What follows belongs to an exercise in optimizing a design on an open flow for small area, a short achievable clock period and few clock cycles per item; a production flow would make more cautious choices.
In this exercise RTL edits were held to simulation tests only and were not proved equivalent to the original.
Power and IR drop assume default switching activity.

==> build 32 <==
## eib_codec
module eib_codec (
    input  wire         clk,
    input  wire         rst,
    input  wire         start,
    input  wire         bytag,     
    input  wire [3:0]   tc,
    input  wire         f32le,     
    input  wire [3:0]   plen,
    input  wire [119:0] pb,        
    input  wire [3:0]   tlen,
    input  wire [119:0] tag,       
    output wire         ready,
    output reg          done,
    output wire         v_valid,
    output reg          v_fallback,
    output reg  [3:0]   v_kind,
    output wire [3:0]   v_tc,
    output reg  [119:0] v_int,
    output wire         v_fsel,
    output wire [27:0]  v_f16h,
    output wire [31:0]  v_f32,
    output wire [2:0]   v_dow,
    output wire [11:0]  v_year,
    output wire [3:0]   v_month,
    output wire [4:0]   v_day,
    output wire [4:0]   v_hour,
    output wire [5:0]   v_min,
    output wire [5:0]   v_sec,
    output wire [5:0]   v_slen,
    output reg  [343:0] v_str      
);
Settings: LEC_CHECK=0, ABC_AREA=1, CAP_MARGIN=20, CORE_MARGIN=2, CORE_UTILIZATION=30, SETUP_SLACK_MARGIN=4.2, SLEW_MARGIN=20; clock period 11.0 ns.
run.sh (not shown) runs the stock make flow with config.mk's settings and CLKGATE_MAP_FILE= SYNTH_SCRIPT=/design/flow/synth_recipe.tcl, a recipe that flattens the netlist after the stock synthesis.
==> inputs of trial 71, as changes to build 32 <==
--- a/flow/design.v
+++ b/flow/design.v
@@ -47,44 +47,44 @@
         if (is_tag(t, tlen, "datetime", 8)) tc = 4'd10;
     end
 endmodule
 module eib_bin2dec #(
     parameter K = 4
 ) (
     input  wire [K-1:0] bits,
-    input  wire [38:0]  lsd,      
+    input  wire [37:0]  lsd,      
     input  wire [15:0]  f_in,
-    input  wire [155:0] r_in,
+    input  wire [151:0] r_in,
     output reg  [15:0]  f_out,
-    output reg  [155:0] r_out
+    output reg  [151:0] r_out
 );
     function automatic [3:0] adj(input [3:0] d);
         adj[3] = d[3] | (d[2] & (d[1] | d[0]));
         adj[2] = (d[2] & ~d[1] & ~d[0]) | (d[3] & d[0]);
         adj[1] = (d[1] & (~d[2] | d[0])) | (d[3] & ~d[0]);
         adj[0] = (~d[3] & ~d[2] & d[0]) | (d[2] & d[1] & ~d[0]) | (d[3] & ~d[0]);
     endfunction
     reg [3:0]  a0, a1, a2, a3, a;
-    reg [38:0] co;
+    reg [37:0] co;
     integer t, c;
     always @* begin
         f_out = f_in;
         r_out = r_in;
         for (t = K - 1; t >= 0; t = t - 1) begin
-            for (c = 0; c < 39; c = c + 1) begin
+            for (c = 0; c < 38; c = c + 1) begin
                 a = adj(r_out[4*c +: 4]);
                 co[c] = a[3];
             end
             a0 = adj(f_out[3:0]);
             a1 = adj(f_out[7:4]);
             a2 = adj(f_out[11:8]);
             a3 = adj(f_out[15:12]);
-            for (c = 0; c < 39; c = c + 1) begin
+            for (c = 0; c < 38; c = c + 1) begin
                 a = adj(r_out[4*c +: 4]);
-                r_out[4*c +: 4] = {a[2:0], ((c < 38) ? co[(c < 38) ? c + 1 : c] : 1'b0) | (lsd[c] & a3[3])};
+                r_out[4*c +: 4] = {a[2:0], ((c < 37) ? co[(c < 37) ? c + 1 : c] : 1'b0) | (lsd[c] & a3[3])};
             end
             f_out = {a3[2:0], a2[3], a2[2:0], a1[3], a1[2:0], a0[3], a0[2:0], bits[t]};
         end
     end
 endmodule
 module eib_codec (
     input  wire         clk,
@@ -327,22 +327,22 @@
     reg  [5:0]   dp;       
     reg          rerun;    
     reg  [7:0]   xlen;     
     reg  [5:0]   xnint;    
     reg          cfirst;   
     reg  [5:0]   slen_r;   
     reg          fcv;      
-    reg  [155:0] r;        
+    reg  [151:0] r;        
     reg  [15:0]  f;        
-    reg [38:0] lsd;
+    reg [37:0] lsd;
     always @* begin
-        for (i = 0; i < 39; i = i + 1)
+        for (i = 0; i < 38; i = i + 1)
             lsd[i] = (dp == i + 3);
     end
-    wire [155:0] r_nx;
+    wire [151:0] r_nx;
     wire [15:0]  f_nx;
     eib_bin2dec #(.K(K)) u_b2d (.bits(y[39:40-K]), .lsd(lsd), .f_in(f), .r_in(r),
                                 .f_out(f_nx), .r_out(r_nx));
     wire        i_s = pb[7];
     wire [3:0]  i_e = pb[6:3];
     wire [10:0] i_m = {pb[2:0], pb[15:8]};
     reg  [10:0] i_mn;      
@@ -367,29 +367,36 @@
     wire [6:0]  w_s  = w_ee[6:0] - 7'd22;            
     wire [8:0]  w_kk = 9'd150 - w_ee;
     reg         sh_case;   
     reg  [6:0]  e_s;
     reg  [4:0]  k5;        
     reg         q_zero;    
     wire [30:0] mt = y[30:0];
-    wire [31:0] mask = (32'd1 << k5) - 32'd1;
+    reg  [31:0] mask, mhalf, mlsb;    
+    always @* begin
+        for (i = 0; i < 32; i = i + 1) begin
+            mask[i]  = (k5 > i);
+            mhalf[i] = (k5 == i + 1);
+            mlsb[i]  = (k5 == i);
+        end
+    end
     wire [31:0] mt32 = {1'b0, mt};
-    wire        r_half = (k5 != 5'd0) && mt32[k5 - 5'd1];
-    wire        r_stk  = |(mt32 & (mask >> 1));
-    wire        r_lsb  = mt32[k5];
+    wire        r_half = |(mt32 & mhalf);
+    wire        r_stk  = |(mt32 & mask & ~mhalf);
+    wire        r_lsb  = |(mt32 & mlsb);
     wire        r_up   = r_half && (r_stk || r_lsb);
     wire [31:0] mt_or = mt32 | mask;
     reg  [31:0] mt_inc;
     always @* begin
         for (i = 0; i < 32; i = i + 1)
             mt_inc[i] = mt_or[i] ^ ((i == 0) ? 1'b1 : &(mt_or | ~((32'd1 << i) - 32'd1)));
     end
     wire [31:0] xr = r_up ? mt_inc : (mt32 & ~mask);
     wire [31:0] x_rd = sh_case ? {mt, 1'b0} : xr;
-    wire [31:0] x  = y[31:0];
+    wire [31:0] x  = x_rd;
     wire [5:0]  x_hb = x[31] ? 6'd32 : x[30] ? 6'd31 : x[29] ? 6'd30 : 6'd0;   
     wire [7:0]  x_len = sh_case ? ({2'd0, x_hb} - 8'd1 + {1'b0, e_s})
                                 : ((x_hb == 6'd0) ? 8'd0 : ({2'd0, x_hb} - {3'd0, k5}));
     wire [7:0]  x_ns = sh_case ? (8'd31 + {1'b0, e_s}) : (8'd32 - {3'd0, k5});
     wire        x_short = (x_ns <= 8'd5);
     wire [7:0]  x_n5 = x_ns - 8'd5;
     wire [1:0]  x_m = x_ns[1:0] - 2'd2;
@@ -446,53 +453,47 @@
                             finf <= w_special && !w_nan;
                             y    <= {16'd0, w_m};
                         end else begin
                             neg  <= pb[7];
                             y    <= i_y;
                         end
                         rerun  <= 1'b0;
-                        r      <= 156'd0;
+                        r      <= 152'd0;
                         f      <= i_f;
                         cnt    <= i_cnt;
                         if (in_tc == 4'd3 && plen == 4'd2)
                             state <= S_CONV;
                         else if (in_tc == 4'd3 && plen == 4'd4 && !w_special)
                             state <= S_P32A;
                         else
                             done <= 1'b1;
                     end
                 end
                 S_REDO: begin
                     y     <= {16'd0, w[30:23] != 8'd0, w[22:0]};
-                    r     <= 156'd0;
+                    r     <= 152'd0;
                     f     <= 16'd0;
                     state <= S_P32A;
                 end
                 S_P32A: begin
                     y       <= {9'd0, w_m100};
                     state   <= S_P32B;
                 end
                 S_P32B: begin
-                    y <= {8'd0, x_rd};
-                    if (q_zero) begin
-                        f     <= 16'd0;
-                        dp    <= {5'd0, neg} + 6'd1;
-                        done  <= 1'b1;
-                        state <= S_IDLE;
-                    end else begin
-                        state <= S_P32C;
-                    end
-                end
-                S_P32C: begin
                     y    <= x_y;
                     cnt  <= x_cnt;
                     xlen <= x_len;
                     cfirst <= 1'b1;
                     f    <= {8'd0, bcd8({3'd0, x_top})};
-                    if (x_short) begin
+                    if (q_zero) begin
+                        f     <= 16'd0;
+                        dp    <= {5'd0, neg} + 6'd1;
+                        done  <= 1'b1;
+                        state <= S_IDLE;
+                    end else if (x_short) begin
                         dp    <= {5'd0, neg} + 6'd1;
                         done  <= 1'b1;
                         state <= S_IDLE;
                     end else begin
                         state <= S_CONV;
                     end
                 end
@@ -523,22 +524,22 @@
         for (i = 0; i < 15; i = i + 1) begin
             s_hex[16*i +: 8]     = hexchar(op_pb[8*i + 4 +: 4]);
             s_hex[16*i + 8 +: 8] = hexchar(op_pb[8*i +: 4]);
         end
         s_hex[343:240] = 104'd0;
         for (i = 0; i < 43; i = i + 1) begin
             if (i + 2 < dp)
-                ch = {4'h3, r[4*((i < 39) ? i : 38) +: 4]};
+                ch = {4'h3, r[4*((i < 38) ? i : 37) +: 4]};
             else if (i + 2 == dp)
                 ch = {4'h3, f[15:12]};
             else if (i + 1 == dp)
                 ch = {4'h3, f[11:8]};
             else if (i == dp)
                 ch = ".";
-            else if (i == dp + 1)
+            else if (i >= 1 && dp == i - 1)
                 ch = {4'h3, f[7:4]};
             else
                 ch = {4'h3, f[3:0]};
             s_fl[8*i +: 8] = ch;
         end
         if (neg)
             s_fl[7:0] = "-";
- CORE_UTILIZATION: 30 -> 40
==> comparison table <==
| quantity | build 32 | trial 71 |
|---|---|---|
| Run status | no timing/DRC/antenna violations | no timing/DRC/antenna violations |
| DRT Wirelength | 414,000 um | 367,000 um |
| Non-filler cells, final | 13.5k | 12.4k |
| Number of flops mapped to enable cells by yosys | 409 | 405 |
| Sequential cell count | 425 | 421 |
| Number of storage elements in the synthesis netlist | 425 | 421 |
| Clock buffer count in the final layout | 71 | 63 |
| TritonCTS sink count | 425 | 421 |
| Power in sequential cells | 2.44 mW | 2.77 mW |
| Routed wire length on met2 | 175,000 um | 152,000 um |
| Synth cell types | 82 | 78 |
| Metal3 WL | 45,000 um | 48,100 um |
| Max VDD drop | 123 uV | 289 uV |
| Post-Syn Instances | 10.2k | 9,944 |
| Post-DP Area | 71,000 um2 | 68,300 um2 |
| Area occupied by multi-input gates | 41,400 um2 | 39,700 um2 |
| Worst setup slack after placement | 3.16 ns | 3.96 ns |
| Setup slack of the worst register-to-register path | 5.13 ns | 4.78 ns |
| Routability Congestion | 1.06 | 1.10 |
| WHS Endpoint | v_kind[0]$_SDFFE_PP0P_ | slen_r[1]$_SDFFE_PP0P_ |
| Routed metal-1 wirelength | 151,000 um | 134,000 um |
Testbench counts of build 32, summed over its fixed seeds: cycles 4,907, items 1,920.
Testbench counts of trial 71, summed over its fixed seeds: cycles 4,739, items 1,920.

[what the ideal ports hide]
No port has a modelled driver above. Below, the same layouts with a new extraction and two added sets of constraints.
Step 1 assumes that a clkbuf_16 drives the clock port and a buf_2 every other input.
Step 2 also shifts input and output timing later by t, the mid clock arrival at the registers, as if the neighbouring blocks saw the same clock.
Slacks: no drivers / after step 1 / after step 2; pairs: no drivers / after step 1.
run | t (ns) | setup slack, ns | worst setup path at the end | clock arrival spread, ns | cell pins on the clock port's net
build 32 | 0.837 | 3.963 / 3.867 / 4.580 | input to register | 0.069 / 0.069 | 1
trial 71 | 0.793 | 4.111 / 4.016 / 4.238 | input to register | 0.070 / 0.069 | 1
After both steps setup and hold are still met in every run listed.
